This design comes from an exercise in tuning for small area and a short achievable clock period on the open sky130 flow, not from production work.
In this exercise RTL edits were held to simulation tests only and were not proved equivalent to the original.
Power is estimated from default activity; no workload was simulated.

`flow/flow/run.sh`:
```
#!/bin/bash
# Own layout flow: the standard flow, with two changes.
#  1. After the standard synthesis (standard.sh synth, unchanged), the
#     combinational logic between the registers is mapped again with ABC
#     (flow/remap.tcl, flow/abc.script). Registers keep their names and cells.
#  2. Ports are buffered with sky130_fd_sc_hd__buf_1 instead of the default
#     buffer cell picked by buffer_ports.
# Each tool's output goes to its own log file in the work folder.
set -euo pipefail
WORK=$(pwd)
export BUFFER_PORTS_ARGS="-buffer_cell sky130_fd_sc_hd__buf_1"
bash standard.sh synth > "$WORK/log_1_synth.txt" 2>&1
RES="$WORK/orfs/results/$FLOW_PLATFORM/apc_quantizer/base"
cp "$RES/1_2_yosys.v" "$WORK/synth_standard.v"
export REMAP_IN="$WORK/synth_standard.v"
export REMAP_OUT="$RES/1_2_yosys.v"
export REMAP_LIB="$FLOW_HOME/platforms/$FLOW_PLATFORM/lib/sky130_fd_sc_hd__tt_025C_1v80.lib"
export REMAP_SCRIPT="$WORK/flow/abc.script"
export REMAP_DONT_USE="$(sed -n '/DONT_USE_CELLS/,/^$/p' "$FLOW_HOME/platforms/$FLOW_PLATFORM/config.mk" | grep -o 'sky130_fd_sc_hd__[a-z0-9_]*' | tr '\n' ' ')"
yosys -c "$WORK/flow/remap.tcl" > "$WORK/log_2_remap.txt" 2>&1
rm -f "$RES/1_synth.odb" "$RES/1_synth.sdc"
bash standard.sh finish > "$WORK/log_3_layout.txt" 2>&1
```
`flow/flow/abc.script`:
```
strash
dch -f
map -D 1400
topo
```
`flow/flow/remap.tcl`:
```
# Map the combinational logic of the standard synthesis netlist again with ABC.
# The flip-flops stay as they are (same instances, names and cells).
yosys -import
read_liberty -ignore_miss_func $::env(REMAP_LIB)
read_verilog $::env(REMAP_IN)
hierarchy -top $::env(FLOW_TOP)
set ffs {}
# keep every sequential cell type used as a black box
foreach cell [split [exec grep -o {sky130_fd_sc_hd__df[a-z0-9_]*} $::env(REMAP_IN) | sort -u] "\n"] {
  if {$cell ne ""} { setattr -mod -set keep_hierarchy 1 $cell; lappend ffs $cell }
}
flatten
select $::env(FLOW_TOP)
set du {}
foreach c $::env(REMAP_DONT_USE) { lappend du -dont_use $c }
set fp [open $::env(REMAP_SCRIPT) r]; set script [string trim [read $fp]]; close $fp
abc -liberty $::env(REMAP_LIB) {*}$du -script "+[string map {" " ","} [join [split $script "\n"] ";"]]"
opt_clean -purge
yosys rename -hide w:*.*
opt_clean -purge
hilomap -singleton -hicell sky130_fd_sc_hd__conb_1 HI -locell sky130_fd_sc_hd__conb_1 LO
insbuf -buf sky130_fd_sc_hd__buf_4 A X
opt_clean -purge
select -clear
hierarchy -top $::env(FLOW_TOP)
tee -o stat_remap.txt stat -liberty $::env(REMAP_LIB)
foreach cell $ffs { setattr -mod -set blackbox 1 $cell }
write_verilog -noattr -nohex -nodec $::env(REMAP_OUT)
```
`flow/standard.sh`:
```
#!/bin/bash
# synth_recipe.tcl (not shown) runs the flow's synth.tcl, then flattens the netlist and writes it again
# the make line also repeats each setting of config.mk as NAME=value (left out here)
make -C /OpenROAD-flow-scripts/flow DESIGN_CONFIG=/design/flow/config.mk WORK_HOME=/design/flow/orfs CLKGATE_MAP_FILE= SYNTH_SCRIPT=/design/flow/synth_recipe.tcl "${@:-finish}"
```
`flow/config.mk`:
```
export PLATFORM = sky130hd
export DESIGN_NAME = apc_quantizer
export DESIGN_NICKNAME = apc_quantizer
export VERILOG_FILES = /design/flow/design.v
export SDC_FILE = /design/flow/constraint.sdc
export NUM_CORES = 4
export LEC_CHECK = 0
export CAP_MARGIN = 20
export CORE_MARGIN = 2
export CORE_UTILIZATION = 45
export CTS_CLUSTER_DIAMETER = 60
export CTS_CLUSTER_SIZE = 10
export SLEW_MARGIN = 20
```
`flow/constraint.sdc`:
```
create_clock -name core_clock -period 45.0 [get_ports {clk}]
set_input_delay 9.0000 -clock core_clock [delete_from_list [all_inputs] [get_ports {clk}]]
set_output_delay 9.0000 -clock core_clock [all_outputs]
set_load 0.01 [all_outputs]
```
`flow/design.v`:
```
module apc_quantizer (
    input  wire        clk,
    input  wire        rst,
    input  wire        cfg_we,
    input  wire        cfg_sel,
    input  wire [31:0] cfg_data,
    output reg  [3:0]  root,
    output reg  [3:0]  scale,
    output wire [11:0] mask,
    output reg         err_val,
    input  wire        in_valid,
    input  wire [31:0] pitch,
    output reg         out_valid,
    output wire [3:0]  q,
    output wire [27:0] score
);
    wire [11:0] row;
    assign row[0] = (scale == 4'd0) |
        (scale == 4'd1) |
        (scale == 4'd2) |
        (scale == 4'd3) |
        (scale == 4'd4) |
        (scale == 4'd5) |
        (scale == 4'd6) |
        (scale == 4'd7) |
        (scale == 4'd8) |
        (scale == 4'd9) |
        (scale == 4'd10) |
        (scale == 4'd11) |
        (scale == 4'd12);
    assign row[1] = (scale == 4'd0) |
        (scale == 4'd6) |
        (scale == 4'd9);
    assign row[2] = (scale == 4'd0) |
        (scale == 4'd1) |
        (scale == 4'd2) |
        (scale == 4'd3) |
        (scale == 4'd4) |
        (scale == 4'd5) |
        (scale == 4'd7) |
        (scale == 4'd8) |
        (scale == 4'd10);
    assign row[3] = (scale == 4'd0) |
        (scale == 4'd2) |
        (scale == 4'd3) |
        (scale == 4'd4) |
        (scale == 4'd5) |
        (scale == 4'd6) |
        (scale == 4'd9) |
        (scale == 4'd11) |
        (scale == 4'd12);
    assign row[4] = (scale == 4'd0) |
        (scale == 4'd1) |
        (scale == 4'd7) |
        (scale == 4'd8) |
        (scale == 4'd10);
    assign row[5] = (scale == 4'd0) |
        (scale == 4'd1) |
        (scale == 4'd2) |
        (scale == 4'd3) |
        (scale == 4'd4) |
        (scale == 4'd5) |
        (scale == 4'd6) |
        (scale == 4'd8) |
        (scale == 4'd9) |
        (scale == 4'd11) |
        (scale == 4'd12);
    assign row[6] = (scale == 4'd0) |
        (scale == 4'd7) |
        (scale == 4'd9) |
        (scale == 4'd12);
    assign row[7] = (scale == 4'd0) |
        (scale == 4'd1) |
        (scale == 4'd2) |
        (scale == 4'd3) |
        (scale == 4'd4) |
        (scale == 4'd5) |
        (scale == 4'd6) |
        (scale == 4'd7) |
        (scale == 4'd8) |
        (scale == 4'd10) |
        (scale == 4'd11) |
        (scale == 4'd12);
    assign row[8] = (scale == 4'd0) |
        (scale == 4'd2) |
        (scale == 4'd3) |
        (scale == 4'd6) |
        (scale == 4'd9);
    assign row[9] = (scale == 4'd0) |
        (scale == 4'd1) |
        (scale == 4'd4) |
        (scale == 4'd5) |
        (scale == 4'd7) |
        (scale == 4'd8) |
        (scale == 4'd10);
    assign row[10] = (scale == 4'd0) |
        (scale == 4'd2) |
        (scale == 4'd5) |
        (scale == 4'd6) |
        (scale == 4'd8) |
        (scale == 4'd9) |
        (scale == 4'd11) |
        (scale == 4'd12);
    assign row[11] = (scale == 4'd0) |
        (scale == 4'd1) |
        (scale == 4'd3) |
        (scale == 4'd4) |
        (scale == 4'd7);
    wire [11:0] rot1 = root[0] ? {row[10:0], row[11]}    : row;
    wire [11:0] rot2 = root[1] ? {rot1[9:0], rot1[11:10]} : rot1;
    wire [11:0] rot4 = root[2] ? {rot2[7:0], rot2[11:8]}  : rot2;
    assign mask      = root[3] ? {rot4[3:0], rot4[11:4]}  : rot4;
    wire hi_zero  = (cfg_data[31:4] == 28'd0);
    wire root_ok  = hi_zero && (cfg_data[3:0] <= 4'd11);
    wire scale_ok = hi_zero && (cfg_data[3:0] <= 4'd12);
    always @(posedge clk) begin
        if (rst) begin
            root    <= 4'd0;
            scale   <= 4'd0;
            err_val <= 1'b0;
        end else if (cfg_we) begin
            if (cfg_sel == 1'b0) begin
                if (root_ok) root <= cfg_data[3:0];
                else         err_val <= 1'b1;
            end else begin
                if (scale_ok) scale <= cfg_data[3:0];
                else          err_val <= 1'b1;
            end
        end
    end
    wire signed [5:0] iq = pitch[31:26];
    wire [1:0] rl = pitch[25:24];
    reg  [1:0] rh;
    always @(*) begin
        case (iq)
            6'd0: rh = 2'd0;
            6'd1: rh = 2'd1;
            6'd2: rh = 2'd2;
            6'd3: rh = 2'd0;
            6'd4: rh = 2'd1;
            6'd5: rh = 2'd2;
            6'd6: rh = 2'd0;
            6'd7: rh = 2'd1;
            6'd8: rh = 2'd2;
            6'd9: rh = 2'd0;
            6'd10: rh = 2'd1;
            6'd11: rh = 2'd2;
            6'd12: rh = 2'd0;
            6'd13: rh = 2'd1;
            6'd14: rh = 2'd2;
            6'd15: rh = 2'd0;
            6'd16: rh = 2'd1;
            6'd17: rh = 2'd2;
            6'd18: rh = 2'd0;
            6'd19: rh = 2'd1;
            6'd20: rh = 2'd2;
            6'd21: rh = 2'd0;
            6'd22: rh = 2'd1;
            6'd23: rh = 2'd2;
            6'd24: rh = 2'd0;
            6'd25: rh = 2'd1;
            6'd26: rh = 2'd2;
            6'd27: rh = 2'd0;
            6'd28: rh = 2'd1;
            6'd29: rh = 2'd2;
            6'd30: rh = 2'd0;
            6'd31: rh = 2'd1;
            6'd32: rh = 2'd1;
            6'd33: rh = 2'd2;
            6'd34: rh = 2'd0;
            6'd35: rh = 2'd1;
            6'd36: rh = 2'd2;
            6'd37: rh = 2'd0;
            6'd38: rh = 2'd1;
            6'd39: rh = 2'd2;
            6'd40: rh = 2'd0;
            6'd41: rh = 2'd1;
            6'd42: rh = 2'd2;
            6'd43: rh = 2'd0;
            6'd44: rh = 2'd1;
            6'd45: rh = 2'd2;
            6'd46: rh = 2'd0;
            6'd47: rh = 2'd1;
            6'd48: rh = 2'd2;
            6'd49: rh = 2'd0;
            6'd50: rh = 2'd1;
            6'd51: rh = 2'd2;
            6'd52: rh = 2'd0;
            6'd53: rh = 2'd1;
            6'd54: rh = 2'd2;
            6'd55: rh = 2'd0;
            6'd56: rh = 2'd1;
            6'd57: rh = 2'd2;
            6'd58: rh = 2'd0;
            6'd59: rh = 2'd1;
            6'd60: rh = 2'd2;
            6'd61: rh = 2'd0;
            6'd62: rh = 2'd1;
            6'd63: rh = 2'd2;
        endcase
    end
    wire [23:0] mm = {mask, mask};
    wire [6:0] win = (rh == 2'd0) ? {mm[17:12], mm[11]} :
                     (rh == 2'd1) ? mm[9:3] : mm[13:7];
    wire [3:0] w   = (rl == 2'd0) ? win[3:0] :
                     (rl == 2'd1) ? win[4:1] :
                     (rl == 2'd2) ? win[5:2] : win[6:3];
    wire [3:0] r = {rh, rl};
    wire [1:0] a = w[1] ? 2'd0 : w[0] ? 2'd1 : 2'd2;
    wire [1:0] b = w[2] ? 2'd0 : w[3] ? 2'd1 : 2'd2;
    wire [23:0] f = pitch[23:0];
    wire lo_zero = (f[22:0] == 23'd0);
    wire f_zero  = !f[23] && lo_zero;        
    wire f_half  = f[23] && lo_zero;         
    wire f_above = f[23] && !lo_zero;        
    wire [2:0] k = {1'b0, b} - {1'b0, a} + 3'd1;    
    wire up_closer = (k == 3'b111) || (k == 3'd0 && !f_zero) || (k == 3'd1 && f_above);
    wire tie       = (k == 3'd0 && f_zero) || (k == 3'd1 && f_half);
    wire [4:0] cu5  = {1'b0, r} + {3'b0, b} + 5'd1;
    wire [4:0] cd5  = {1'b0, r} - {3'b0, a};
    wire wrap_up    = (cu5 >= 5'd12);
    wire wrap_down  = cd5[4];
    wire [3:0] cu   = wrap_up ? cu5[3:0] - 4'd12 : cu5[3:0];
    wire [3:0] cd   = wrap_down ? cd5[3:0] + 4'd12 : cd5[3:0];
    wire take_up    = up_closer || (tie && !wrap_up && !wrap_down);
    wire [1:0] int_up = 2'd1 - b;                     
    wire [1:0] int_dn = 2'd2 - a - {1'b0, !f_zero};   
    reg  [3:0]  q_r;
    reg  [1:0]  int_r;
    reg         down_r;
    reg  [23:0] f_r;
    always @(posedge clk) begin
        out_valid <= in_valid && !rst;
        q_r       <= take_up ? cu : cd;
        int_r     <= take_up ? int_up : int_dn;
        down_r    <= !take_up;
        f_r       <= f;
    end
    wire [23:0] lower;
    assign lower[0] = 1'b0;
    genvar i;
    generate
        for (i = 1; i < 24; i = i + 1) begin : g_lower
            assign lower[i] = lower[i-1] | f_r[i-1];
        end
    endgenerate
    assign q     = q_r;
    assign score = {2'b01, int_r, f_r ^ ({24{down_r}} & lower)};
endmodule
```
==> results of run 1 <==
## metal layers
metal,part of all wire (%),vias to the layer above,wire length (um)
li1,-,2639,-
met4,1.0,0,148
met2,47,300,6605
met5,0,-,0
met3,8.9,20,1256
met1,43,2393,6145
## critical path: stages, from the launching register on
cell     delay (ns)
dfxtp_1        0.34
nor4_1         0.46
nand2_1        0.12
nor2_1         0.18
nand2_1        0.09
nor2_1         0.13
nand2_1        0.09
nor2_1         0.17
nand2_1        0.11
nor2_1         0.15
nand2_1        0.09
nor2_1         0.17
nand2_1        0.09
nor2_1         0.20
nand3_1        0.13
o21ai_0        0.47
nand4_1        0.15
nand2_1        0.10
buf_1          0.17
## final cells by class
class	count	area, um^2
clock buffers	6	72.57
well taps	108	135.1
flip-flops and latches	41	820.8
repair buffers	125	488.0
fillers	907	3959
clock inverters	2	10.01
multi-input cells	553	2970
inverters	48	180.2
## report_power, final
part / internal (mW) / switching (mW)
Combinational: 0.0160 / 0.0279
Clock: 0.0107 / 0.0118
Sequential: 0.0395 / 0.00235
Total: 0.0662 / 0.0421
## registers in the layout, indices dropped and copies added (netlist names)
| register | count |
|---|---|
| q_r | 4 |
| f_r | 24 |
| scale | 4 |
| root | 4 |
| out_valid | 1 |
| down_r | 1 |
| int_r | 2 |
| err_val | 1 |
## worst min path at each step
stage               depth (start not counted)                    to  slack, ns
finish                                      2  err_val$_SDFFE_PP0P_       0.58
global route                                2  err_val$_SDFFE_PP0P_       0.61
global placement                            2  err_val$_SDFFE_PP0P_       0.55
detailed placement                          2  err_val$_SDFFE_PP0P_       0.54
CTS                                         2  err_val$_SDFFE_PP0P_       0.57
floorplan                                   2  err_val$_SDFFE_PP0P_       0.56
## stage by stage
stage	total power, mW	setup WS, ns	instances	instance area [um^2]
6_report	0.1083	32.28	883	4677
5_1_grt	0.1163	31.87	883	4677
4_1_cts	0.1090	32.31	883	4671
3_5_place_dp	0.08646	32.55	875	4588
3_3_place_gp	0.08582	32.69	875	4588
2_1_floorplan	0.07161	33.32	644	3980
==> impl_metrics.csv, run 1 <==
group,metric,value,unit
power_and_ir_drop,power_density,23.16,mW/mm^2
global_routing,antenna_found_initial,1,
floorplanning,die_height,98.05,um
global_routing,top_usage_layer,"met2",
sta,fin_crit_sh,28.26,%
sta,hold_viol,0,
sta,skew,0.007608,ns
global_routing,grt_pass1_vias,4711,
cts,root_buffer,"clkbuf_8",
outcome,outcome,"finished clean",
placed_design,dp_hpwl,10.75,mm
sta,rsz0062_at_grt,"false",
cts,clk_pin_slew,0.08,ns
sta,setup_violations,0,
cells_and_area,num_antenna_cells,0,
flow_run,maxCapViolCount,0,
global_routing,grt.total_usage,27.80,%
detailed_routing,wl_per_cell,16.03,um
worst_setup_path,r2r-start,"root[1]$_SDFFE_PP0P_",
cts,htreeDepth,2,
worst_setup_path,critPathLaunchType,"flop",
global_routing,overflow,0,
floorplanning,die_w,98.05,um
cts,worstSkewPairLatency,0.29,ns
cts,max-clock-path-buffers,2,
floorplanning,die_area,0.009613,mm^2
worst_setup_path,startpoint,"f_r[1]$_DFF_P_",
floorplanning,num_rows,34,
synthesis,syn_inst,644,
cts,cts_tree,"yes",
min_path,hold_start,"err_val$_SDFFE_PP0P_",
cells_and_area,layout-drive-gt1-share,3.355,%
floorplanning,core,0.008636,mm^2
detailed_routing,dr.first_iter.drc_count,421,
detailed_routing,drc_errors,0,
global_routing,grt_pass1_wl,22.61,mm
worst_setup_path,reg2reg_to,"q_r[2]$_DFF_P_",
synthesis,synth_area,0.003980,mm^2
sta,max_slew_margin,38.67,%
sta,fmax,78.64,MHz
sta,tightest_slew,0.9188,ns
sta,timing.hold.ws,0.5757,ns
worst_setup_path,crit_fanout,5,
sta,min_period,12.72,ns
power_and_ir_drop,vdd_drop_max,0.01340,mV
cts,cts_setup_buffers,0,
cts,cts_buffers,5,
worst_setup_path,cp.arrival,3.72,ns
placed_design,gp_congestion,0.9577,
detailed_routing,vias,5352,
synthesis,syn_nets,713,
cells_and_area,syn_to_final_growth,17.51,%
global_routing,met1_usage,37.98,%
synthesis,ys_warn_count,1,
cells_and_area,nNetsFinal,843,
detailed_routing,vias_per_cell,6.061,
worst_setup_path,cp-end-kind,"primary output",
cts,cts.sinks,41,
worst_setup_path,reg2reg_slack,39.93,ns
cells_and_area,final_cell_mix,"nand2_1, buf_1, nand3_1",
worst_setup_path,crit_type,"flop to primary output",
cells_and_area,final_util,54.16,%
sta,finalSetupTns,0,ns
detailed_routing,routed_wl,14.16,mm
cts,cts_resized,0,
sta,slew_viol_final,0,
global_routing,grt_max_degree,35,
cts,hold_buffers,0,
worst_setup_path,reg2reg_depth,16,
synthesis,avgSynthCellArea,6.180,um^2
placed_design,io_buffers,120,
detailed_routing,first_pass_iters,5,
floorplanning,initial_core_util,46.09,%
worst_setup_path,cp.required,36.00,ns
cells_and_area,final_common_cell,"nand2_1",
min_path,holdCritPathClass,"flop to flop",
global_routing,met3_usage,3.937,%
detailed_routing,drtAntennaViolNets,0,
worst_setup_path,setup.worst_path.end,"score[23]",
global_routing,use_met2,46.94,%
floorplanning,ios,123,
power_and_ir_drop,leakagePower,1.704,nW
==> inputs of run 2 (changes only) <==
--- a/flow/design.v
+++ b/flow/design.v
@@ -111,8 +111,8 @@
     wire [11:0] rot4 = root[2] ? {rot2[7:0], rot2[11:8]}  : rot2;
     assign mask      = root[3] ? {rot4[3:0], rot4[11:4]}  : rot4;
     wire hi_zero  = (cfg_data[31:4] == 28'd0);
-    wire root_ok  = hi_zero && (cfg_data[3:0] <= 4'd11);
-    wire scale_ok = hi_zero && (cfg_data[3:0] <= 4'd12);
+    wire root_ok  = hi_zero && !(cfg_data[3] && cfg_data[2]);                      
+    wire scale_ok = hi_zero && !(cfg_data[3] && cfg_data[2] && (cfg_data[1] || cfg_data[0]));  
     always @(posedge clk) begin
         if (rst) begin
             root    <= 4'd0;
@@ -213,18 +213,97 @@
     wire f_zero  = !f[23] && lo_zero;        
     wire f_half  = f[23] && lo_zero;         
     wire f_above = f[23] && !lo_zero;        
-    wire [2:0] k = {1'b0, b} - {1'b0, a} + 3'd1;    
-    wire up_closer = (k == 3'b111) || (k == 3'd0 && !f_zero) || (k == 3'd1 && f_above);
-    wire tie       = (k == 3'd0 && f_zero) || (k == 3'd1 && f_half);
-    wire [4:0] cu5  = {1'b0, r} + {3'b0, b} + 5'd1;
-    wire [4:0] cd5  = {1'b0, r} - {3'b0, a};
-    wire wrap_up    = (cu5 >= 5'd12);
-    wire wrap_down  = cd5[4];
-    wire [3:0] cu   = wrap_up ? cu5[3:0] - 4'd12 : cu5[3:0];
-    wire [3:0] cd   = wrap_down ? cd5[3:0] + 4'd12 : cd5[3:0];
+    wire k_neg  = (a == 2'd2) && (b == 2'd0);                       
+    wire k_zero = (a == 2'd1 && b == 2'd0) || (a == 2'd2 && b == 2'd1);
+    wire k_one  = (a == b);
+    wire up_closer = k_neg || (k_zero && !f_zero) || (k_one && f_above);
+    wire tie       = (k_zero && f_zero) || (k_one && f_half);
+    reg [3:0] cu, cd;
+    reg       wrap_up, wrap_down;
+    always @(*) begin
+        case ({r, b})
+            {4'd0, 2'd0}: {wrap_up, cu} = {1'b0, 4'd1};
+            {4'd0, 2'd1}: {wrap_up, cu} = {1'b0, 4'd2};
+            {4'd0, 2'd2}: {wrap_up, cu} = {1'b0, 4'd3};
+            {4'd1, 2'd0}: {wrap_up, cu} = {1'b0, 4'd2};
+            {4'd1, 2'd1}: {wrap_up, cu} = {1'b0, 4'd3};
+            {4'd1, 2'd2}: {wrap_up, cu} = {1'b0, 4'd4};
+            {4'd2, 2'd0}: {wrap_up, cu} = {1'b0, 4'd3};
+            {4'd2, 2'd1}: {wrap_up, cu} = {1'b0, 4'd4};
+            {4'd2, 2'd2}: {wrap_up, cu} = {1'b0, 4'd5};
+            {4'd3, 2'd0}: {wrap_up, cu} = {1'b0, 4'd4};
+            {4'd3, 2'd1}: {wrap_up, cu} = {1'b0, 4'd5};
+            {4'd3, 2'd2}: {wrap_up, cu} = {1'b0, 4'd6};
+            {4'd4, 2'd0}: {wrap_up, cu} = {1'b0, 4'd5};
+            {4'd4, 2'd1}: {wrap_up, cu} = {1'b0, 4'd6};
+            {4'd4, 2'd2}: {wrap_up, cu} = {1'b0, 4'd7};
+            {4'd5, 2'd0}: {wrap_up, cu} = {1'b0, 4'd6};
+            {4'd5, 2'd1}: {wrap_up, cu} = {1'b0, 4'd7};
+            {4'd5, 2'd2}: {wrap_up, cu} = {1'b0, 4'd8};
+            {4'd6, 2'd0}: {wrap_up, cu} = {1'b0, 4'd7};
+            {4'd6, 2'd1}: {wrap_up, cu} = {1'b0, 4'd8};
+            {4'd6, 2'd2}: {wrap_up, cu} = {1'b0, 4'd9};
+            {4'd7, 2'd0}: {wrap_up, cu} = {1'b0, 4'd8};
+            {4'd7, 2'd1}: {wrap_up, cu} = {1'b0, 4'd9};
+            {4'd7, 2'd2}: {wrap_up, cu} = {1'b0, 4'd10};
+            {4'd8, 2'd0}: {wrap_up, cu} = {1'b0, 4'd9};
+            {4'd8, 2'd1}: {wrap_up, cu} = {1'b0, 4'd10};
+            {4'd8, 2'd2}: {wrap_up, cu} = {1'b0, 4'd11};
+            {4'd9, 2'd0}: {wrap_up, cu} = {1'b0, 4'd10};
+            {4'd9, 2'd1}: {wrap_up, cu} = {1'b0, 4'd11};
+            {4'd9, 2'd2}: {wrap_up, cu} = {1'b1, 4'd0};
+            {4'd10, 2'd0}: {wrap_up, cu} = {1'b0, 4'd11};
+            {4'd10, 2'd1}: {wrap_up, cu} = {1'b1, 4'd0};
+            {4'd10, 2'd2}: {wrap_up, cu} = {1'b1, 4'd1};
+            {4'd11, 2'd0}: {wrap_up, cu} = {1'b1, 4'd0};
+            {4'd11, 2'd1}: {wrap_up, cu} = {1'b1, 4'd1};
+            {4'd11, 2'd2}: {wrap_up, cu} = {1'b1, 4'd2};
+            default: {wrap_up, cu} = 5'd0;
+        endcase
+        case ({r, a})
+            {4'd0, 2'd0}: {wrap_down, cd} = {1'b0, 4'd0};
+            {4'd0, 2'd1}: {wrap_down, cd} = {1'b1, 4'd11};
+            {4'd0, 2'd2}: {wrap_down, cd} = {1'b1, 4'd10};
+            {4'd1, 2'd0}: {wrap_down, cd} = {1'b0, 4'd1};
+            {4'd1, 2'd1}: {wrap_down, cd} = {1'b0, 4'd0};
+            {4'd1, 2'd2}: {wrap_down, cd} = {1'b1, 4'd11};
+            {4'd2, 2'd0}: {wrap_down, cd} = {1'b0, 4'd2};
+            {4'd2, 2'd1}: {wrap_down, cd} = {1'b0, 4'd1};
+            {4'd2, 2'd2}: {wrap_down, cd} = {1'b0, 4'd0};
+            {4'd3, 2'd0}: {wrap_down, cd} = {1'b0, 4'd3};
+            {4'd3, 2'd1}: {wrap_down, cd} = {1'b0, 4'd2};
+            {4'd3, 2'd2}: {wrap_down, cd} = {1'b0, 4'd1};
+            {4'd4, 2'd0}: {wrap_down, cd} = {1'b0, 4'd4};
+            {4'd4, 2'd1}: {wrap_down, cd} = {1'b0, 4'd3};
+            {4'd4, 2'd2}: {wrap_down, cd} = {1'b0, 4'd2};
+            {4'd5, 2'd0}: {wrap_down, cd} = {1'b0, 4'd5};
+            {4'd5, 2'd1}: {wrap_down, cd} = {1'b0, 4'd4};
+            {4'd5, 2'd2}: {wrap_down, cd} = {1'b0, 4'd3};
+            {4'd6, 2'd0}: {wrap_down, cd} = {1'b0, 4'd6};
+            {4'd6, 2'd1}: {wrap_down, cd} = {1'b0, 4'd5};
+            {4'd6, 2'd2}: {wrap_down, cd} = {1'b0, 4'd4};
+            {4'd7, 2'd0}: {wrap_down, cd} = {1'b0, 4'd7};
+            {4'd7, 2'd1}: {wrap_down, cd} = {1'b0, 4'd6};
+            {4'd7, 2'd2}: {wrap_down, cd} = {1'b0, 4'd5};
+            {4'd8, 2'd0}: {wrap_down, cd} = {1'b0, 4'd8};
+            {4'd8, 2'd1}: {wrap_down, cd} = {1'b0, 4'd7};
+            {4'd8, 2'd2}: {wrap_down, cd} = {1'b0, 4'd6};
+            {4'd9, 2'd0}: {wrap_down, cd} = {1'b0, 4'd9};
+            {4'd9, 2'd1}: {wrap_down, cd} = {1'b0, 4'd8};
+            {4'd9, 2'd2}: {wrap_down, cd} = {1'b0, 4'd7};
+            {4'd10, 2'd0}: {wrap_down, cd} = {1'b0, 4'd10};
+            {4'd10, 2'd1}: {wrap_down, cd} = {1'b0, 4'd9};
+            {4'd10, 2'd2}: {wrap_down, cd} = {1'b0, 4'd8};
+            {4'd11, 2'd0}: {wrap_down, cd} = {1'b0, 4'd11};
+            {4'd11, 2'd1}: {wrap_down, cd} = {1'b0, 4'd10};
+            {4'd11, 2'd2}: {wrap_down, cd} = {1'b0, 4'd9};
+            default: {wrap_down, cd} = 5'd0;
+        endcase
+    end
     wire take_up    = up_closer || (tie && !wrap_up && !wrap_down);
-    wire [1:0] int_up = 2'd1 - b;                     
-    wire [1:0] int_dn = 2'd2 - a - {1'b0, !f_zero};   
+    wire [1:0] int_up = {1'b0, b == 2'd0};                           
+    wire [1:0] int_dn = (a == 2'd0) ? (f_zero ? 2'd2 : 2'd1)         
+                                    : {1'b0, f_zero};
     reg  [3:0]  q_r;
     reg  [1:0]  int_r;
     reg         down_r;
==> flow/flow/run.sh (replaced) <==
#!/bin/bash
set -euo pipefail
WORK=$(pwd)
export BUFFER_PORTS_ARGS="-buffer_cell sky130_fd_sc_hd__buf_1"
export SETUP_SLACK_MARGIN=34.5
RES="$WORK/orfs/results/$FLOW_PLATFORM/apc_quantizer/base"

# standard synthesis, for reference
bash standard.sh synth > "$WORK/log_1_synth_standard.txt" 2>&1
cp "$RES/1_2_yosys.v" "$WORK/netlist_standard.v"

# own synthesis, in its own ORFS work folder
sed -e "s|SYNTH_SCRIPT=[^ ]*|SYNTH_SCRIPT=$WORK/flow/my_synth.tcl ADDER_MAP_FILE=|" \
    -e "s|WORK_HOME=[^ ]*|WORK_HOME=$WORK/orfs_own|" standard.sh > "$WORK/own_synth.sh"
export MY_ABC_SCRIPT="$WORK/flow/abc.script"
if bash "$WORK/own_synth.sh" synth > "$WORK/log_2_synth_own.txt" 2>&1; then
  OWN="$WORK/orfs_own/results/$FLOW_PLATFORM/apc_quantizer/base/1_2_yosys.v"
  ffs() { grep -oE '^\s*sky130_fd_sc_hd__(df|dl|sdf|edf)[a-z0-9_]*\s+\S+' "$1" | sed -E 's/_[0-9]+\s+/ /' | awk '{print $1, $2}' | sort; }
  if cmp -s <(ffs "$WORK/netlist_standard.v") <(ffs "$OWN") && [ "$(ffs "$OWN" | wc -l)" -gt 0 ]; then
    echo "own synthesis: flip-flops match, using it" > "$WORK/log_2_choice.txt"
    cp "$OWN" "$RES/1_2_yosys.v"
    rm -f "$RES/1_synth.odb" "$RES/1_synth.sdc"
  else
    echo "own synthesis: flip-flops differ, using the standard netlist" > "$WORK/log_2_choice.txt"
  fi
else
  echo "own synthesis failed, using the standard netlist" > "$WORK/log_2_choice.txt"
fi

# layout
bash standard.sh finish > "$WORK/log_3_layout.txt" 2>&1
==> flow/flow/abc.script (replaced) <==
strash
&get -n
&deepsyn -T 30
&put
dch
map -D 1200
topo
==> flow/flow/my_synth.tcl (new file) <==
proc synth {args} { yosys synth -nofsm -noshare {*}$args }
proc abc {args} {
  set i [lsearch -exact $args -script]
  if {$i >= 0} { set args [lreplace $args $i [expr {$i + 1}] -script $::env(MY_ABC_SCRIPT)] }
  set i [lsearch -exact $args -D]
  if {$i >= 0} { set args [lreplace $args $i [expr {$i + 1}]] }
  yosys abc {*}$args
}
source $::env(SCRIPTS_DIR)/synth.tcl
# left out here: clear keep_hierarchy, flatten, clean up, hide names made inside functions, write 1_2_yosys.v
removed: flow/flow/remap.tcl
==> impl_metrics.csv, run 2 <==
group,metric,value,unit
power_and_ir_drop,power_density,21.82,mW/mm^2
sta,rsz0062_at_grt,"true",
placed_design,dp_cells,616,
cells_and_area,num_antenna_cells,0,
floorplanning,num_rows,29,
worst_setup_path,cp.arrival,2.98,ns
synthesis,synth_area,0.002851,mm^2
cts,max-clock-path-buffers,2,
cts,root_buffer,"clkbuf_8",
worst_setup_path,startpoint,"down_r$_DFF_P_",
detailed_routing,vias,3809,
min_path,hold_start,"err_val$_SDFFE_PP0P_",
cts,cts_buffers,5,
global_routing,met3_usage,2.967,%
outcome,outcome,"finished clean",
sta,tightest_slew,0.6863,ns
global_routing,grt_pass1_vias,3519,
worst_setup_path,critPathSlowestCell,"dfxtp_4",
cts,cts.sinks,41,
cells_and_area,instances_no_fill,694,
global_routing,top_usage_layer,"met2",
worst_setup_path,cp_slowest_stage_delay,0.37,ns
min_path,holdCritPathClass,"flop to flop",
floorplanning,initial_core_util,45.69,%
detailed_routing,wl_per_cell,14.52,um
sta,fmax,83.49,MHz
worst_setup_path,r2r-start,"root[2]$_SDFFE_PP0P_",
cells_and_area,largest-register,"f_r",
detailed_routing,routed_wl,10.07,mm
min_path,hold_depth,2,
sta,finalSetupTns,0,ns
synthesis,syn_inst,422,
floorplanning,die_area,0.006989,mm^2
detailed_routing,drtAntennaViolNets,0,
sta,min_period,11.98,ns
cells_and_area,final_cell_mix,"buf_1, buf_4, nand2_1",
placed_design,io_buffers,120,
worst_setup_path,crit_fanout,3,
worst_setup_path,cp.required,36.00,ns
detailed_routing,drc_errors,0,
worst_setup_path,reg2reg_depth,15,
global_routing,antenna_found_initial,0,
synthesis,avgSynthCellArea,6.757,um^2
cts,htreeDepth,2,
worst_setup_path,crit_type,"flop to primary output",
global_routing,grt_max_degree,21,
worst_setup_path,reg2reg_to,"q_r[0]$_DFF_P_",
global_routing,met1_usage,34.11,%
detailed_routing,dr.first_iter.drc_count,179,
power_and_ir_drop,leakagePower,2.009,nW
cells_and_area,syn_to_final_growth,75.21,%
cts,cts_tree,"yes",
min_path,holdPathEnd,"err_val$_SDFFE_PP0P_",
global_routing,overflow,0,
floorplanning,die_w,83.60,um
worst_setup_path,reg2reg_slack,41.59,ns
detailed_routing,first_pass_iters,4,
global_routing,grt_pass1_wl,15.64,mm
floorplanning,die_height,83.60,um
floorplanning,ios,123,
synthesis,syn_nets,491,
worst_setup_path,critPathLaunchType,"flop",
detailed_routing,vias_per_cell,5.488,
global_routing,grt.total_usage,26.16,%
global_routing,use_met2,45.75,%
sta,skew,0.006435,ns
worst_setup_path,cp_num_cells,16,
worst_setup_path,path_buf_inv,1,
power_and_ir_drop,vdd_drop_max,0.02444,mV
cells_and_area,layout-drive-gt1-share,42.14,%
sta,fin_crit_sh,26.62,%
flow_run,maxCapViolCount,0,
sta,setup_violations,0,
cts,worstSkewPairLatency,0.29,ns
cells_and_area,nNetsFinal,685,
sta,max_slew_margin,54.18,%
placed_design,dp_hpwl,6.314,mm
worst_setup_path,path_delay_family,"compound AO/OA/AOI/OAI gates",
placed_design,gp_congestion,0.8665,
sta,slew_viol_final,0,
floorplanning,core,0.006241,mm^2
synthesis,ys_warn_count,1,
cells_and_area,final_common_cell,"buf_1",
cells_and_area,largest_reg_flops,24,
sta,hold_viol,0,
worst_setup_path,cp-end-kind,"primary output",
worst_setup_path,path_cells,"a21oi_4, a31oi_4, nor2_2, nor2_2, a21oi_2, nand2_1, nand2_2, nand2_2, o41a_4, nor4_4, a41oi_2, nor4_4, a21o_2, and3_4, nor2_1, clkbuf_2",
cts,clk_pin_slew,0.08,ns
-- run 2: changes by cell type in the layout (fill, tap and decap cells not counted), moves of 24 or more --
cell / before / now
nand4_1: 45 / 6
a21oi_1: 43 / 5
buf_1: 120 / 87
buf_4: 5 / 64
buf_2: 0 / 24
nand2_1: 136 / 38
nor2_1: 67 / 33
o21ai_0: 43 / 11
nand3_1: 73 / 27
-- run 2: tightest hold or removal path: stages (launching register included) --
cell and delay (ns):
dfxtp_1 0.33, nor2_1 0.05, nor2_1 0.06
-- run 2: final cells by class --
class	count	area [um^2]
Clock inverter	2	10.01
Sequential cell	41	842.1
Timing Repair Buffer	190	1101
Multi-Input combinational cell	328	2623
Inverter	50	251.5
Clock buffer	6	72.57
Fill cell	439	1245
Tap cell	77	96.34
-- run 2: through the flow --
| step | power (mW) | utilization [%] | worst slack, ns | instance area, um^2 | hold WS, ns |
|---|---|---|---|---|---|
| final | 0.1090 | 80.05 | 33.02 | 4996 | 0.4752 |
| after global routing | 0.1148 | 80.05 | 32.93 | 4996 | 0.5075 |
| after CTS | 0.1017 | 72.17 | 33.07 | 4504 | 0.4830 |
| after detailed placement | 0.07063 | 60.10 | 33.16 | 3751 | 0.4635 |
| after global placement | 0.07011 | 60.10 | 33.23 | 3751 | 0.4526 |
| after floorplan | 0.06128 | - | 33.43 | 3227 | 0.5027 |
-- run 2: worst max-delay path by stage --
stage,to
floorplan,score[22]
global placement,score[22]
detailed placement,score[22]
CTS,score[22]
global route,score[22]
finish,score[22]
-- run 2: timing repair --
| item | in CTS | in global routing |
|---|---|---|
| pin swaps | 44 | 41 |
| endpoints found under the setup margin | 39 | 41 |
| setup buffers | 46 | 24 |
| resized for setup | 91 | 82 |
| hold buffers | 0 | 0 |
| gates cloned | 0 | 0 |
-- run 2: routing by layer --
metal,up-vias,part of all wire (%)
met3,14,4.9
met5,-,0
li1,1888,-
met2,140,50
met4,0,1.4
met1,1767,44
-- run 2: report_power, final --
| part | leakage (nW) | switching, mW | total [mW] | internal (mW) |
|---|---|---|---|---|
| clock network | 0.0450 | 0.0128 | 0.0235 | 0.0108 |
| logic | 1.62 | 0.0243 | 0.0455 | 0.0212 |
| registers | 0.347 | 0.00150 | 0.0400 | 0.0385 |
==> inputs of run 3 (changes only) <==
--- a/flow/flow/run.sh
+++ b/flow/flow/run.sh
@@ -2,7 +2,7 @@
 set -euo pipefail
 WORK=$(pwd)
 export BUFFER_PORTS_ARGS="-buffer_cell sky130_fd_sc_hd__buf_1"
-export SETUP_SLACK_MARGIN=34.5
+export SETUP_SLACK_MARGIN=34
 RES="$WORK/orfs/results/$FLOW_PLATFORM/apc_quantizer/base"
 
 # standard synthesis, for reference
==> impl_metrics.csv, run 3 <==
group,metric,value,unit
floorplanning,die_area,0.006989,mm^2
placed_design,pre_cts_slack,33.17,ns
cts,hold_buffers,0,
global_routing,grt_pass1_vias,3495,
floorplanning,num_rows,29,
cells_and_area,nNetsFinal,681,
worst_setup_path,crit_fanout,3,
worst_setup_path,cp_slowest_stage_delay,0.38,ns
synthesis,syn_inst,422,
worst_setup_path,cp-end-kind,"primary output",
detailed_routing,drtAntennaViolNets,0,
cts,clk_pin_slew,0.07,ns
cts,cts.sinks,41,
sta,max_slew_margin,49.68,%
floorplanning,die_w,83.60,um
floorplanning,ios,123,
synthesis,syn_nets,491,
synthesis,avgSynthCellArea,6.757,um^2
floorplanning,die_height,83.60,um
cts,cts_buffers,5,
worst_setup_path,reg2reg_depth,21,
cells_and_area,largest_reg_flops,24,
sta,slew_viol_final,0,
placed_design,dp_hpwl,6.203,mm
detailed_routing,first_pass_iters,4,
floorplanning,core,0.006241,mm^2
cts,htreeDepth,2,
cells_and_area,num_antenna_cells,0,
detailed_routing,drc_errors,0,
sta,fin_crit_sh,26.75,%
power_and_ir_drop,power_density,22.61,mW/mm^2
synthesis,ys_warn_count,1,
global_routing,grt_pass1_wl,15.14,mm
sta,hold_viol,0,
sta,rsz0062_at_grt,"true",
cts,root_buffer,"clkbuf_8",
detailed_routing,vias_per_cell,5.507,
worst_setup_path,critPathSlowestCell,"dfxtp_4",
worst_setup_path,critPathLaunchType,"flop",
sta,min_period,12.04,ns
sta,setup_violations,0,
flow_run,maxCapViolCount,0,
power_and_ir_drop,vdd_drop_max,0.02725,mV
detailed_routing,routed_wl,10.06,mm
global_routing,grt_max_degree,21,
sta,skew,0.003521,ns
global_routing,grt.total_usage,25.51,%
worst_setup_path,path_buf_inv,1,
global_routing,overflow,0,
worst_setup_path,cp_num_cells,16,
placed_design,gp_congestion,0.8699,
detailed_routing,vias,3800,
cells_and_area,fillers,440,
outcome,outcome,"finished clean",
power_and_ir_drop,p_total,109.8,uW
cts,cts_tree,"yes",
worst_setup_path,crit_type,"flop to primary output",
worst_setup_path,cp.required,36.00,ns
detailed_routing,wl_per_cell,14.58,um
cts,max-clock-path-buffers,2,
cts,worstSkewPairLatency,0.28,ns
worst_setup_path,path_delay_family,"compound AO/OA/AOI/OAI gates",
cells_and_area,final_cell_mix,"buf_1, buf_4, nand2_1",
detailed_routing,dr.first_iter.drc_count,149,
cells_and_area,syn_to_final_growth,70.34,%
min_path,hold_depth,2,
power_and_ir_drop,leakagePower,1.928,nW
sta,setup_ws,32.96,ns
cells_and_area,final_common_cell,"buf_1",
placed_design,io_buffers,120,
sta,tightest_slew,0.7537,ns
synthesis,synth_area,0.002851,mm^2
cells_and_area,layout-drive-gt1-share,37.52,%
worst_setup_path,cp.arrival,3.04,ns
sta,fmax,83.08,MHz
sta,finalSetupTns,0,ns
global_routing,antenna_found_initial,0,
worst_setup_path,path_cells,"a21oi_4, a31oi_2, nor2_1, nor2_2, a21oi_2, nand2_1, nand2_2, nand2_2, o41a_4, nor4_4, a41oi_2, nor4_4, a21o_2, a21oi_1, nor2_1, buf_1",
cells_and_area,largest-register,"f_r",
floorplanning,initial_core_util,45.69,%
min_path,holdCritPathClass,"flop to flop",
run 3: timing repair:
action | CTS | global route
pin swaps | 35 | 47
buffers inserted | 42 | 24
setup endpoints to repair | 34 | 33
resized for setup | 119 | 70
hold endpoints to repair | 0 | 0
run 3: path summary, 6_finish.rpt:
path	startpoint	end	slack (ns)
worst max-delay path	down_r$_DFF_P_	score[22]	32.96
worst min register to register	err_val$_SDFFE_PP0P_	err_val$_SDFFE_PP0P_	0.48
worst min-delay path	err_val$_SDFFE_PP0P_	err_val$_SDFFE_PP0P_	0.48
worst max register to register	scale[1]$_SDFFE_PP0P_	q_r[1]$_DFF_P_	41.50
run 3: layout make-up:
cell class	count	area, um^2	area share (%)
clock buffer	6	72.57	1.494
inverter	50	235.2	4.843
tap	77	96.34	1.984
multi-input combinational	328	2500	51.47
timing repair buffer	186	1076	22.15
clock inverter	2	35.03	0.7213
sequential	41	842.1	17.34
run 3: worst register-to-register path, stage by stage, from the launching register on:
cell and delay [ns]:
dfxtp_4 0.42, and2b_2 0.20, o22ai_4 0.09, buf_6 0.13
a31oi_4 0.25, o211ai_1 0.15, a22oi_2 0.24, nand2_1 0.12
nand3_1 0.11, nand2_2 0.09, buf_4 0.14, buf_4 0.12
o211ai_1 0.16, nand4_1 0.26, nand3_2 0.20, o2111ai_1 0.12
nand2_1 0.14, nand3_4 0.11, nand2_4 0.16, nand2_1 0.07
nand3_1 0.07, nand2_1 0.06
run 3: power by group:
| group | switching (mW) | internal, mW |
|---|---|---|
| logic | 0.0224 | 0.0190 |
| registers | 0.00159 | 0.0385 |
| clock network | 0.0118 | 0.0165 |
| total | 0.0358 | 0.0740 |
run 3: per-stage QoR:
stage                     hold slack [ns]  cell area, um^2  instances  utilization, %
after floorplan                    0.5027             3057        422               -
after global placement             0.4515             3581        616           57.38
after detailed placement           0.4712             3581        616           57.38
after CTS                          0.4891             4424        666           70.89
after global routing               0.5106             4857        690           77.83
final                              0.4765             4857        690           77.83
run 3: per-layer routing:
layer	global-route usage (%)	part of all wire, %	routed length, um
met2	46.25	50	5079
met4	6.891	3.0	298
met1	31.70	40	4051
met3	3.165	6.3	631
met5	0	0	0
==> inputs of run 4 (changes only) <==
--- a/flow/flow/run.sh
+++ b/flow/flow/run.sh
@@ -2,7 +2,6 @@
 set -euo pipefail
 WORK=$(pwd)
 export BUFFER_PORTS_ARGS="-buffer_cell sky130_fd_sc_hd__buf_1"
-export SETUP_SLACK_MARGIN=34
 RES="$WORK/orfs/results/$FLOW_PLATFORM/apc_quantizer/base"
 
 # standard synthesis, for reference
==> impl_metrics.csv, run 4 <==
group,metric,value,unit
global_routing,grt.total_usage,21.90,%
placed_design,io_buffers,120,
cts,hold_buffers,0,
floorplanning,die_area,0.006989,mm^2
placed_design,dp_hpwl,6.377,mm
cts,clk_pin_slew,0.07,ns
detailed_routing,drc_errors,0,
synthesis,ys_warn_count,1,
worst_setup_path,crit_fanout,10,
global_routing,antenna_found_initial,0,
worst_setup_path,reg2reg_depth,17,
cells_and_area,layout-drive-gt1-share,4.570,%
sta,fmax,77.52,MHz
worst_setup_path,reg2reg_slack,40.75,ns
sta,finalSetupTns,0,ns
cts,root_buffer,"clkbuf_8",
min_path,holdCritPathClass,"flop to flop",
detailed_routing,vias,3339,
worst_setup_path,startpoint,"down_r$_DFF_P_",
cts,worstSkewPairLatency,0.29,ns
global_routing,grt_pass1_wl,13.10,mm
cts,cts_resized,0,
worst_setup_path,path_delay_family,"compound AO/OA/AOI/OAI gates",
sta,setup_violations,0,
worst_setup_path,cpMostUsedCell,"nand2_1",
synthesis,avgSynthCellArea,6.757,um^2
sta,timing.hold.ws,0.4718,ns
sta,rsz0062_at_grt,"false",
sta,min_period,12.90,ns
worst_setup_path,crit_type,"flop to primary output",
detailed_routing,wl_per_cell,12.36,um
cells_and_area,final_cell_mix,"buf_1, nand2_1, nand3_1",
power_and_ir_drop,power_density,25.68,mW/mm^2
power_and_ir_drop,leakagePower,1.312,nW
floorplanning,initial_core_util,45.69,%
synthesis,synth_area,0.002851,mm^2
cells_and_area,instances_no_fill,624,
worst_setup_path,cp.arrival,3.90,ns
worst_setup_path,critPathSlowestCell,"dfxtp_1",
cells_and_area,fillers,646,
detailed_routing,routed_wl,7.711,mm
sta,max_slew_margin,36.09,%
detailed_routing,first_pass_iters,4,
detailed_routing,drtAntennaViolNets,0,
cells_and_area,multi_input_area,0.001821,mm^2
sta,tightest_slew,0.9487,ns
cells_and_area,regArea,820.8,um^2
sta,slew_viol_final,0,
cells_and_area,largest-register,"f_r",
worst_setup_path,cp.required,36.00,ns
cells_and_area,nNetsFinal,615,
global_routing,overflow,0,
worst_setup_path,cp_slowest_stage_delay,0.42,ns
worst_setup_path,critPathLaunchType,"flop",
cts,htreeDepth,2,
min_path,hold_depth,2,
worst_setup_path,path_buf_inv,1,
min_path,holdPathEnd,"err_val$_SDFFE_PP0P_",
floorplanning,num_rows,29,
worst_setup_path,r2r-start,"scale[0]$_SDFFE_PP0P_",
cells_and_area,num_antenna_cells,0,
global_routing,grt_pass1_vias,2979,
detailed_routing,dr.first_iter.drc_count,147,
sta,hold_viol,0,
cts,cts_setup_buffers,0,
global_routing,grt_max_degree,21,
floorplanning,ios,123,
sta,fin_crit_sh,28.66,%
synthesis,syn_inst,422,
placed_design,gp_congestion,0.8727,
worst_setup_path,reg2reg_to,"q_r[3]$_DFF_P_",
min_path,hold_start,"err_val$_SDFFE_PP0P_",
cts,max-clock-path-buffers,2,
cells_and_area,largest_reg_flops,24,
cts,cts_tree,"yes",
sta,skew,0.007264,ns
floorplanning,die_w,83.60,um
worst_setup_path,path_cells,"a21oi_1, a31oi_1, nor2_1, nor2_1, a21oi_1, nand2_1, nand2_1, nand2_1, o41a_2, nor4_1, a41oi_1, nor4_1, a41oi_1, xor2_1, buf_1",
power_and_ir_drop,vdd_drop_max,0.01625,mV
cells_and_area,final_common_cell,"buf_1",
worst_setup_path,cp-end-kind,"primary output",
cts,cts.sinks,41,
flow_run,maxCapViolCount,0,
synthesis,syn_nets,491,
cts,cts_buffers,5,
outcome,outcome,"finished clean",
cells_and_area,syn_to_final_growth,21.28,%
floorplanning,die_height,83.60,um
detailed_routing,vias_per_cell,5.351,
floorplanning,core,0.006241,mm^2
placed_design,dp_cells,616,
[run 4: worst max path at each step]
| stage | depth (start not counted) | slack, ns | end |
|---|---|---|---|
| final | 15 | 32.10 | score[23] |
| after detailed placement | 15 | 32.41 | score[23] |
| after global placement | 15 | 32.46 | score[23] |
| after CTS | 15 | 32.09 | score[23] |
| after floorplan | 15 | 32.97 | score[22] |
| after global routing | 15 | 31.63 | score[23] |
[run 4: cell type report]
type                    count  share of cell area (%)
flip-flops and latches     41                   23.73
multi-input cells         328                   52.64
inverters                  50                   5.427
clock inverters             2                  0.2894
clock buffers               6                   2.098
well taps                  77                   2.786
repair buffers            120                   13.02
[run 4: report_power, final]
group,internal [mW],switching (mW),total [mW]
Combinational,0.00980,0.0163,0.0261
Sequential,0.0387,0.00139,0.0401
Clock,0.0107,0.0119,0.0226
[run 4: metrics by stage]
step	utilization [%]	area, um^2	power, mW	setup slack [ns]
floorplan	-	2851	0.05798	32.97
global placement	54.09	3376	0.06672	32.46
detailed placement	54.09	3376	0.06717	32.41
CTS	55.41	3458	0.08979	32.09
global route	55.41	3458	0.09513	31.63
finish	55.41	3458	0.08882	32.10
[run 4: worst min-delay path: cells and delay by family (launching register included)]
family | cells | cell delay [ns]
flip-flops | 1 | 0.33
AND/OR/NAND/NOR | 2 | 0.12
[run 4: metal layers]
layer / vias up / part of all wire, % / track usage, %
met4: 0 / 0.83 / 5.132
met1: 1494 / 47 / 28.87
met2: 102 / 47 / 38.18
met5: - / 0 / 0
met3: 5 / 5.4 / 2.671
li1: 1738 / - / -

-- port drivers added, routing unchanged --
How much do the figures lean on ideal ports? The routed layouts below were timed once more, with nothing changed but the port constraints.
Step 1 assumes that a clkbuf_16 drives the clock port and a buf_2 every other input.
Step 2 moves the port delays by t, midway between the first and last clock arrival at a register: inputs arrive t later, outputs are due t later. That takes back most of the time a late clock gives input paths.
Slacks: no drivers / after step 1 / after step 2; pairs: no drivers / after step 1.
| run | shift t [ns] | slack for setup (ns) | worst setup path at the end | worst register clock-pin slew, ns | worst slew at a driven data input, ns |
|---|---|---|---|---|---|
| run 1 | 0.308 | 32.284 / 32.257 / 32.423 | input to register | 0.08 / 0.08 | 0.05 |
| run 2 | 0.311 | 33.022 / 32.998 / 33.309 | register to output | 0.08 / 0.08 | 0.07 |
| run 3 | 0.305 | 32.964 / 32.940 / 33.245 | register to output | 0.08 / 0.08 | 0.06 |
| run 4 | 0.308 | 32.101 / 32.076 / 32.384 | register to output | 0.08 / 0.08 | 0.04 |
After both steps setup and hold are still met in every run listed.
